This design comes from an exercise in tuning for small area, a short achievable clock period and few clock cycles on the open sky130 flow, not from production work.
In this exercise RTL edits were held to simulation tests only and were not proved equivalent to the original.

==> inputs of run C <==
==> flow/design.v (excerpt) <==
module mspfc_scale_alu (
    input  wire        clk,
    input  wire        rst,
    input  wire        in_valid,
    output wire        in_ready,
    input  wire        in_unpack,
    input  wire [2:0]  in_ty,
    input  wire        in_rnd,
    input  wire [63:0] in_v,
    input  wire [63:0] in_s,
    input  wire [63:0] in_o,
    input  wire [31:0] in_n,
    output reg         out_valid,
    output wire [2:0]  out_status,
    output wire [63:0] out_data
);
    localparam integer W = 24;        
    localparam [2:0] ST_OK    = 3'd0;
    localparam [2:0] ST_ARG   = 3'd2;
    localparam [2:0] ST_RANGE = 3'd5;
    localparam [1:0] S_IDLE = 2'd0;
    localparam [1:0] S_RUN  = 2'd1;
    localparam [1:0] S_FIN  = 2'd2;
    reg  [1:0]  state;
    reg         first;       
    reg  [6:0]  cnt;
    reg  [3:0]  dig;         
    reg         op_unpack;
    reg  [2:0]  ty;
    reg         rnd;
    reg         bad;
    reg         neg;         
    reg         dneg;        
    reg         narrow;      
    reg  [2:0]  t8;
    reg  [64:0] a;           
    reg  [63:0] k;           
    reg  [W+1:0] k3;         
    reg         big;         
    reg  [65:0] acc;         
    reg  [W-1:0] rn;         
    reg  [64:0] q;           
    wire fin     = (state == S_FIN);
    wire run     = (state == S_RUN);
    wire pk_last = run && !op_unpack && (cnt[3:0] == {t8[1:0], 1'b0} + {t8[2], 3'b000});
    wire up_last = run && op_unpack && (cnt == 7'd0);
    assign in_ready = (state == S_IDLE) || fin || pk_last || up_last;
    wire accept  = in_valid && in_ready;
    wire        s_neg  = in_s[63];
    wire        s_zero = (in_s == 64'd0);
    wire        ty_bad = (in_ty[2:1] == 2'd3);
    wire        i_bad  = s_zero || ty_bad;
    wire [2:0]  i_t8 = (in_s[7:0]   != 8'd0) ? 3'd0 :
                       (in_s[15:8]  != 8'd0) ? 3'd1 :
                       (in_s[23:16] != 8'd0) ? 3'd2 :
  ...
export LEC_CHECK = 0
export CAP_MARGIN = 20
export CORE_MARGIN = 2
export CORE_UTILIZATION = 60
export SETUP_SLACK_MARGIN = 3.5
export SLEW_MARGIN = 20
create_clock -name core_clock -period 11.0 [get_ports {clk}]
run.sh (not shown) runs the stock make flow with config.mk's settings and CLKGATE_MAP_FILE= SYNTH_SCRIPT=/design/flow/synth_recipe.tcl, a recipe that flattens the netlist after the stock synthesis.
==> run X (differences from run C) <==
--- a/flow/design.v
+++ b/flow/design.v
@@ -1087,24 +1087,37 @@
     wire        wbit   = q[63];
     wire [3:0]  pdig   = op_unpack ? 4'd0 : dig;
     wire [69:0] op1    = op_unpack ? {{3{wneg}}, acc_in, wbit} : {acc_in, (dneg ? pdig : 4'd0)};
     wire [69:0] pp0    = op_unpack ? ({6'd0, k} ^ {70{!wneg}}) : (pdig[0] ? {5'd0, a} : 70'd0);
     wire [69:0] pp1    = pdig[1] ? {4'd0, a, 1'b0} : 70'd0;
     wire [69:0] pp2    = pdig[2] ? {3'd0, a, 2'b0} : 70'd0;
     wire [69:0] pp3    = pdig[3] ? {2'd0, a, 3'b0} : 70'd0;
-    wire        wcin   = op_unpack && !wneg;     
+    reg  [69:0] rc;          
+    always @(*) begin
+        rc = {69'd0, op_unpack && !wneg};
+        if (pk_last && !rnd)
+            case (t8)
+                3'd0:    rc[31] = 1'b1;
+                3'd1:    rc[23] = 1'b1;
+                3'd2:    rc[15] = 1'b1;
+                3'd3:    rc[7]  = 1'b1;
+                default: rc = 70'd0;
+            endcase
+    end
     wire [69:0] cs1s   = op1 ^ pp0 ^ pp1;
     wire [69:0] cs1c   = ((op1 & pp0) | (op1 & pp1) | (pp0 & pp1)) << 1;
-    wire [69:0] cs2s   = cs1s ^ cs1c ^ pp2;
-    wire [69:0] cs2c   = ((cs1s & cs1c) | (cs1s & pp2) | (cs1c & pp2)) << 1;
-    wire [69:0] cs3s   = cs2s ^ cs2c ^ pp3;
-    wire [69:0] cs3c   = ((cs2s & cs2c) | (cs2s & pp3) | (cs2c & pp3)) << 1;
+    wire [69:0] cs2s   = pp2 ^ pp3 ^ rc;
+    wire [69:0] cs2c   = ((pp2 & pp3) | (pp2 & rc) | (pp3 & rc)) << 1;
+    wire [69:0] cs3s   = cs1s ^ cs1c ^ cs2s;
+    wire [69:0] cs3c   = ((cs1s & cs1c) | (cs1s & cs2s) | (cs1c & cs2s)) << 1;
+    wire [69:0] cs4s   = cs3s ^ cs3c ^ cs2c;
+    wire [69:0] cs4c   = ((cs3s & cs3c) | (cs3s & cs2c) | (cs3c & cs2c)) << 1;
     wire [69:0] msum;
     wire        msum_co;
-    bk_add_70 u_msum (.a(cs3s), .b(cs3c), .cin(wcin), .s(msum), .cout(msum_co));
+    bk_add_70 u_msum (.a(cs4s), .b(cs4c), .cin(1'b0), .s(msum), .cout(msum_co));
     wire [W-1:0] kn  = k[W-1:0];
     wire [W+1:0] nt0 = {rn, q[63:62]};
     wire [W+2:0] s01 = {1'b0, nt0} - {3'b000, kn};
     wire [W+2:0] s02 = {1'b0, nt0} - {2'b00, kn, 1'b0};
     wire [W+2:0] s03 = {1'b0, nt0} - {1'b0, k3};
     wire [1:0]   qd0 = !s03[W+2] ? 2'd3 : !s02[W+2] ? 2'd2 : !s01[W+2] ? 2'd1 : 2'd0;
     wire [W-1:0] nr0 = !s03[W+2] ? s03[W-1:0] : !s02[W+2] ? s02[W-1:0]
@@ -1125,42 +1138,40 @@
     reg         neg_h;
     reg  [2:0]  ty_h;
     wire [66:0] up_s   = {{2{o_h[63]}}, o_h, res[0]} + {neg_h, neg_h, res};
     wire [65:0] up_r   = up_s[66:1];
     wire        up_ovf = (up_r[65:63] != 3'b000) && (up_r[65:63] != 3'b111);
     reg  [32:0] pk_w;
     reg         pk_hi;
-    reg         pk_rb;
     always @(*) begin
         case (t8)
-            3'd0:    begin pk_w = msum[64:32]; pk_hi = |msum[69:65]; pk_rb = msum[31]; end
-            3'd1:    begin pk_w = msum[56:24]; pk_hi = |msum[69:57]; pk_rb = msum[23]; end
-            3'd2:    begin pk_w = msum[48:16]; pk_hi = |msum[69:49]; pk_rb = msum[15]; end
-            3'd3:    begin pk_w = msum[40:8];  pk_hi = |msum[69:41]; pk_rb = msum[7];  end
-            default: begin pk_w = msum[32:0];  pk_hi = |msum[69:33]; pk_rb = 1'b0;     end
+            3'd0:    begin pk_w = msum[64:32]; pk_hi = |msum[69:65]; end
+            3'd1:    begin pk_w = msum[56:24]; pk_hi = |msum[69:57]; end
+            3'd2:    begin pk_w = msum[48:16]; pk_hi = |msum[69:49]; end
+            3'd3:    begin pk_w = msum[40:8];  pk_hi = |msum[69:41]; end
+            default: begin pk_w = msum[32:0];  pk_hi = |msum[69:33]; end
         endcase
     end
     wire [32:0] pk_n33 = res[32:0];
-    wire        pk_r   = res[34];      
     wire        pk_big = (!first && big) || (acc_in[65:62] != 4'd0) || (msum[69:66] != 4'd0);
     reg  [32:0] pk_lim;
     always @(*) begin
         case (ty_h[2:1])
             2'd0:    pk_lim = neg_h ? (ty_h[0] ? 33'h80 : 33'd0)
                                     : (ty_h[0] ? 33'h7F : 33'hFF);
             2'd1:    pk_lim = neg_h ? (ty_h[0] ? 33'h8000 : 33'd0)
                                     : (ty_h[0] ? 33'h7FFF : 33'hFFFF);
             default: pk_lim = neg_h ? (ty_h[0] ? 33'h80000000 : 33'd0)
                                     : (ty_h[0] ? 33'h7FFFFFFF : 33'hFFFFFFFF);
         endcase
     end
-    wire        pk_ovf = res[33] || (pk_r ? (pk_n33 >= pk_lim) : (pk_n33 > pk_lim));
+    wire        pk_ovf = res[33] || (pk_n33 > pk_lim);
     wire [31:0] pk_n;
     wire        pk_n_co;
-    bk_add_32 u_pkn (.a(pk_n33[31:0] ^ {32{neg_h}}), .b(32'd0), .cin(neg_h ^ pk_r), .s(pk_n), .cout(pk_n_co));
+    bk_add_32 u_pkn (.a(pk_n33[31:0] ^ {32{neg_h}}), .b(32'd0), .cin(neg_h), .s(pk_n), .cout(pk_n_co));
     reg  [31:0] pk_bytes;
     always @(*) begin
         case (ty_h[2:1])
             2'd0:    pk_bytes = {24'd0, pk_n[7:0]};
             2'd1:    pk_bytes = {16'd0, pk_n[15:0]};
             default: pk_bytes = pk_n;
         endcase
@@ -1203,15 +1214,15 @@
             rn  <= nr;
             q   <= q_run;
             cnt <= cnt - 7'd1;
             dig <= k[{cnt[3:0] - 4'd1, 2'b00} +: 4];
         end
         big <= pk_big;
         acc <= msum[65:0];
-        res   <= pk_last ? {30'd0, pk_rb && !rnd, pk_big || pk_hi, pk_w}
+        res   <= pk_last ? {31'd0, pk_big || pk_hi, pk_w}
                  : (fin ? q : q_run) ^ {65{neg}};
         o_h   <= a[63:0];
         up_h  <= op_unpack || bad;
         bad_h <= bad;
         neg_h <= neg;
         ty_h  <= ty;
     end
==> flow/config.mk (replaced) <==
export PLATFORM = sky130hd
export DESIGN_NAME = mspfc_scale_alu
export DESIGN_NICKNAME = mspfc_scale_alu
export VERILOG_FILES = /design/flow/design.v
export SDC_FILE = /design/flow/constraint.sdc
export NUM_CORES = 4
export LEC_CHECK = 0
export CAP_MARGIN = 20
export CORE_MARGIN = 2
export CORE_UTILIZATION = 45
export SETUP_SLACK_MARGIN = 3.5
export SLEW_MARGIN = 20
==> run Y (differences from run C) <==
--- a/flow/design.v
+++ b/flow/design.v
@@ -1087,24 +1087,37 @@
     wire        wbit   = q[63];
     wire [3:0]  pdig   = op_unpack ? 4'd0 : dig;
     wire [69:0] op1    = op_unpack ? {{3{wneg}}, acc_in, wbit} : {acc_in, (dneg ? pdig : 4'd0)};
     wire [69:0] pp0    = op_unpack ? ({6'd0, k} ^ {70{!wneg}}) : (pdig[0] ? {5'd0, a} : 70'd0);
     wire [69:0] pp1    = pdig[1] ? {4'd0, a, 1'b0} : 70'd0;
     wire [69:0] pp2    = pdig[2] ? {3'd0, a, 2'b0} : 70'd0;
     wire [69:0] pp3    = pdig[3] ? {2'd0, a, 3'b0} : 70'd0;
-    wire        wcin   = op_unpack && !wneg;     
+    reg  [69:0] rc;          
+    always @(*) begin
+        rc = {69'd0, op_unpack && !wneg};
+        if (pk_last && !rnd)
+            case (t8)
+                3'd0:    rc[31] = 1'b1;
+                3'd1:    rc[23] = 1'b1;
+                3'd2:    rc[15] = 1'b1;
+                3'd3:    rc[7]  = 1'b1;
+                default: rc = 70'd0;
+            endcase
+    end
     wire [69:0] cs1s   = op1 ^ pp0 ^ pp1;
     wire [69:0] cs1c   = ((op1 & pp0) | (op1 & pp1) | (pp0 & pp1)) << 1;
-    wire [69:0] cs2s   = cs1s ^ cs1c ^ pp2;
-    wire [69:0] cs2c   = ((cs1s & cs1c) | (cs1s & pp2) | (cs1c & pp2)) << 1;
-    wire [69:0] cs3s   = cs2s ^ cs2c ^ pp3;
-    wire [69:0] cs3c   = ((cs2s & cs2c) | (cs2s & pp3) | (cs2c & pp3)) << 1;
+    wire [69:0] cs2s   = pp2 ^ pp3 ^ rc;
+    wire [69:0] cs2c   = ((pp2 & pp3) | (pp2 & rc) | (pp3 & rc)) << 1;
+    wire [69:0] cs3s   = cs1s ^ cs1c ^ cs2s;
+    wire [69:0] cs3c   = ((cs1s & cs1c) | (cs1s & cs2s) | (cs1c & cs2s)) << 1;
+    wire [69:0] cs4s   = cs3s ^ cs3c ^ cs2c;
+    wire [69:0] cs4c   = ((cs3s & cs3c) | (cs3s & cs2c) | (cs3c & cs2c)) << 1;
     wire [69:0] msum;
     wire        msum_co;
-    bk_add_70 u_msum (.a(cs3s), .b(cs3c), .cin(wcin), .s(msum), .cout(msum_co));
+    bk_add_70 u_msum (.a(cs4s), .b(cs4c), .cin(1'b0), .s(msum), .cout(msum_co));
     wire [W-1:0] kn  = k[W-1:0];
     wire [W+1:0] nt0 = {rn, q[63:62]};
     wire [W+2:0] s01 = {1'b0, nt0} - {3'b000, kn};
     wire [W+2:0] s02 = {1'b0, nt0} - {2'b00, kn, 1'b0};
     wire [W+2:0] s03 = {1'b0, nt0} - {1'b0, k3};
     wire [1:0]   qd0 = !s03[W+2] ? 2'd3 : !s02[W+2] ? 2'd2 : !s01[W+2] ? 2'd1 : 2'd0;
     wire [W-1:0] nr0 = !s03[W+2] ? s03[W-1:0] : !s02[W+2] ? s02[W-1:0]
@@ -1125,42 +1138,40 @@
     reg         neg_h;
     reg  [2:0]  ty_h;
     wire [66:0] up_s   = {{2{o_h[63]}}, o_h, res[0]} + {neg_h, neg_h, res};
     wire [65:0] up_r   = up_s[66:1];
     wire        up_ovf = (up_r[65:63] != 3'b000) && (up_r[65:63] != 3'b111);
     reg  [32:0] pk_w;
     reg         pk_hi;
-    reg         pk_rb;
     always @(*) begin
         case (t8)
-            3'd0:    begin pk_w = msum[64:32]; pk_hi = |msum[69:65]; pk_rb = msum[31]; end
-            3'd1:    begin pk_w = msum[56:24]; pk_hi = |msum[69:57]; pk_rb = msum[23]; end
-            3'd2:    begin pk_w = msum[48:16]; pk_hi = |msum[69:49]; pk_rb = msum[15]; end
-            3'd3:    begin pk_w = msum[40:8];  pk_hi = |msum[69:41]; pk_rb = msum[7];  end
-            default: begin pk_w = msum[32:0];  pk_hi = |msum[69:33]; pk_rb = 1'b0;     end
+            3'd0:    begin pk_w = msum[64:32]; pk_hi = |msum[69:65]; end
+            3'd1:    begin pk_w = msum[56:24]; pk_hi = |msum[69:57]; end
+            3'd2:    begin pk_w = msum[48:16]; pk_hi = |msum[69:49]; end
+            3'd3:    begin pk_w = msum[40:8];  pk_hi = |msum[69:41]; end
+            default: begin pk_w = msum[32:0];  pk_hi = |msum[69:33]; end
         endcase
     end
     wire [32:0] pk_n33 = res[32:0];
-    wire        pk_r   = res[34];      
     wire        pk_big = (!first && big) || (acc_in[65:62] != 4'd0) || (msum[69:66] != 4'd0);
     reg  [32:0] pk_lim;
     always @(*) begin
         case (ty_h[2:1])
             2'd0:    pk_lim = neg_h ? (ty_h[0] ? 33'h80 : 33'd0)
                                     : (ty_h[0] ? 33'h7F : 33'hFF);
             2'd1:    pk_lim = neg_h ? (ty_h[0] ? 33'h8000 : 33'd0)
                                     : (ty_h[0] ? 33'h7FFF : 33'hFFFF);
             default: pk_lim = neg_h ? (ty_h[0] ? 33'h80000000 : 33'd0)
                                     : (ty_h[0] ? 33'h7FFFFFFF : 33'hFFFFFFFF);
         endcase
     end
-    wire        pk_ovf = res[33] || (pk_r ? (pk_n33 >= pk_lim) : (pk_n33 > pk_lim));
+    wire        pk_ovf = res[33] || (pk_n33 > pk_lim);
     wire [31:0] pk_n;
     wire        pk_n_co;
-    bk_add_32 u_pkn (.a(pk_n33[31:0] ^ {32{neg_h}}), .b(32'd0), .cin(neg_h ^ pk_r), .s(pk_n), .cout(pk_n_co));
+    bk_add_32 u_pkn (.a(pk_n33[31:0] ^ {32{neg_h}}), .b(32'd0), .cin(neg_h), .s(pk_n), .cout(pk_n_co));
     reg  [31:0] pk_bytes;
     always @(*) begin
         case (ty_h[2:1])
             2'd0:    pk_bytes = {24'd0, pk_n[7:0]};
             2'd1:    pk_bytes = {16'd0, pk_n[15:0]};
             default: pk_bytes = pk_n;
         endcase
@@ -1203,15 +1214,15 @@
             rn  <= nr;
             q   <= q_run;
             cnt <= cnt - 7'd1;
             dig <= k[{cnt[3:0] - 4'd1, 2'b00} +: 4];
         end
         big <= pk_big;
         acc <= msum[65:0];
-        res   <= pk_last ? {30'd0, pk_rb && !rnd, pk_big || pk_hi, pk_w}
+        res   <= pk_last ? {31'd0, pk_big || pk_hi, pk_w}
                  : (fin ? q : q_run) ^ {65{neg}};
         o_h   <= a[63:0];
         up_h  <= op_unpack || bad;
         bad_h <= bad;
         neg_h <= neg;
         ty_h  <= ty;
     end
==> flow/config.mk (replaced) <==
export PLATFORM = sky130hd
export DESIGN_NAME = mspfc_scale_alu
export DESIGN_NICKNAME = mspfc_scale_alu
export VERILOG_FILES = /design/flow/design.v
export SDC_FILE = /design/flow/constraint.sdc
export NUM_CORES = 4
export LEC_CHECK = 0
export CAP_MARGIN = 20
export CORE_MARGIN = 2
export CORE_UTILIZATION = 55
export SETUP_SLACK_MARGIN = 3.5
export SLEW_MARGIN = 20
==> notes <==
- Maximum frequency, lowest first: run C, run X, run Y.
- The highest count of clock-buffer cells in the layout belongs to run X, the lowest to run Y.
- Die area, lowest first: run C, run Y, run X.
- The highest cell count belongs to run X, the lowest to run C.
- Of run X and run Y, run Y has the higher first-iteration DRC count (gap 4.7%, measured against run Y).
- The highest via count belongs to run C, the lowest to run X.
- In run X the non-clock buffer count is higher than in run C, by 4.
- In sequential cell count, run C and run Y do not differ.
- Against run Y, the final area of run C is larger by 0.64%.
==> figures <==
metric	run C	run Y	run X
Result of the run	complete, no violations	complete, no violations	complete, no violations
Register fraction of the total cell area	16.6%	16.7%	16.4%
Critical Setup Path Class	input pin to register	input pin to register	register to register
Die Outline Area	99400 um2	109000 um2	132000 um2
Fraction of the cycle the final worst path needs	69.0%	68.2%	68.4%
Area growth from synthesis to layout	15.6%	14.6%	16.6%
Detailed-route vias per instance	6.72	6.47	6.15
Antenna Cells	5	8	9
Multi-input combinational cell count	5665	5689	5691
Iteration-0 DRC Markers	7558	6170	5882
Cell with the biggest individual delay on the critical path	o211ai_1	or4_4	or4_1
Destination of the worst hold path	ty_h[2]	ty_h[2]	ty_h[1]
Final HPWL DP	178000 um	181000 um	193000 um
Multi-input combinational area share	67.0%	67.7%	66.8%
Starting utilization of the core area	60.4%	55.4%	45.2%
Mean cell area of the mapped netlist	8.25 um2	8.27 um2	8.27 um2
DR WL/cell	27.3 um	26.5 um	26.9 um
Final non-filler cell total	8600	8664	9083
Critical path required time	11.52 ns	11.42 ns	11.57 ns
Syn nets	8062	8126	8126
Testbench counts of run C, summed over its fixed seeds: cycles 9,689.
Testbench counts of run X, summed over its fixed seeds: cycles 9,689.
Testbench counts of run Y, summed over its fixed seeds: cycles 9,689.

[static timing again, ports no longer ideal]
Ports are ideal in the flow. The routed layouts listed here were re-timed in OpenROAD.
Step 1, drivers: a clkbuf_16 drives clk and a buf_2 each remaining input, both assumed.
Step 2 adds t to the input delays and takes it off the output delays; t is the mean of the earliest and latest rising clock arrival at the registers after step 1. Input paths then give back, and output paths get back, about the clock's delay inside the block.
Slacks: ideal / step 1 / step 2; pairs: ideal / step 1.
| run | shift t [ns] | slack for setup (ns) | pins driven straight from the clock port |
|---|---|---|---|
| run C | 0.716 | 3.413 / 3.451 / 2.738 | 1 |
| run X | 0.758 | 3.481 / 3.481 / 2.819 | 1 |
| run Y | 0.764 | 3.498 / 3.513 / 2.767 | 1 |
After both steps setup and hold are still met in every run listed. For run Y, which loses most, drivers alone change the setup slack by +0.015 ns; drivers and shift together by -0.731 ns.
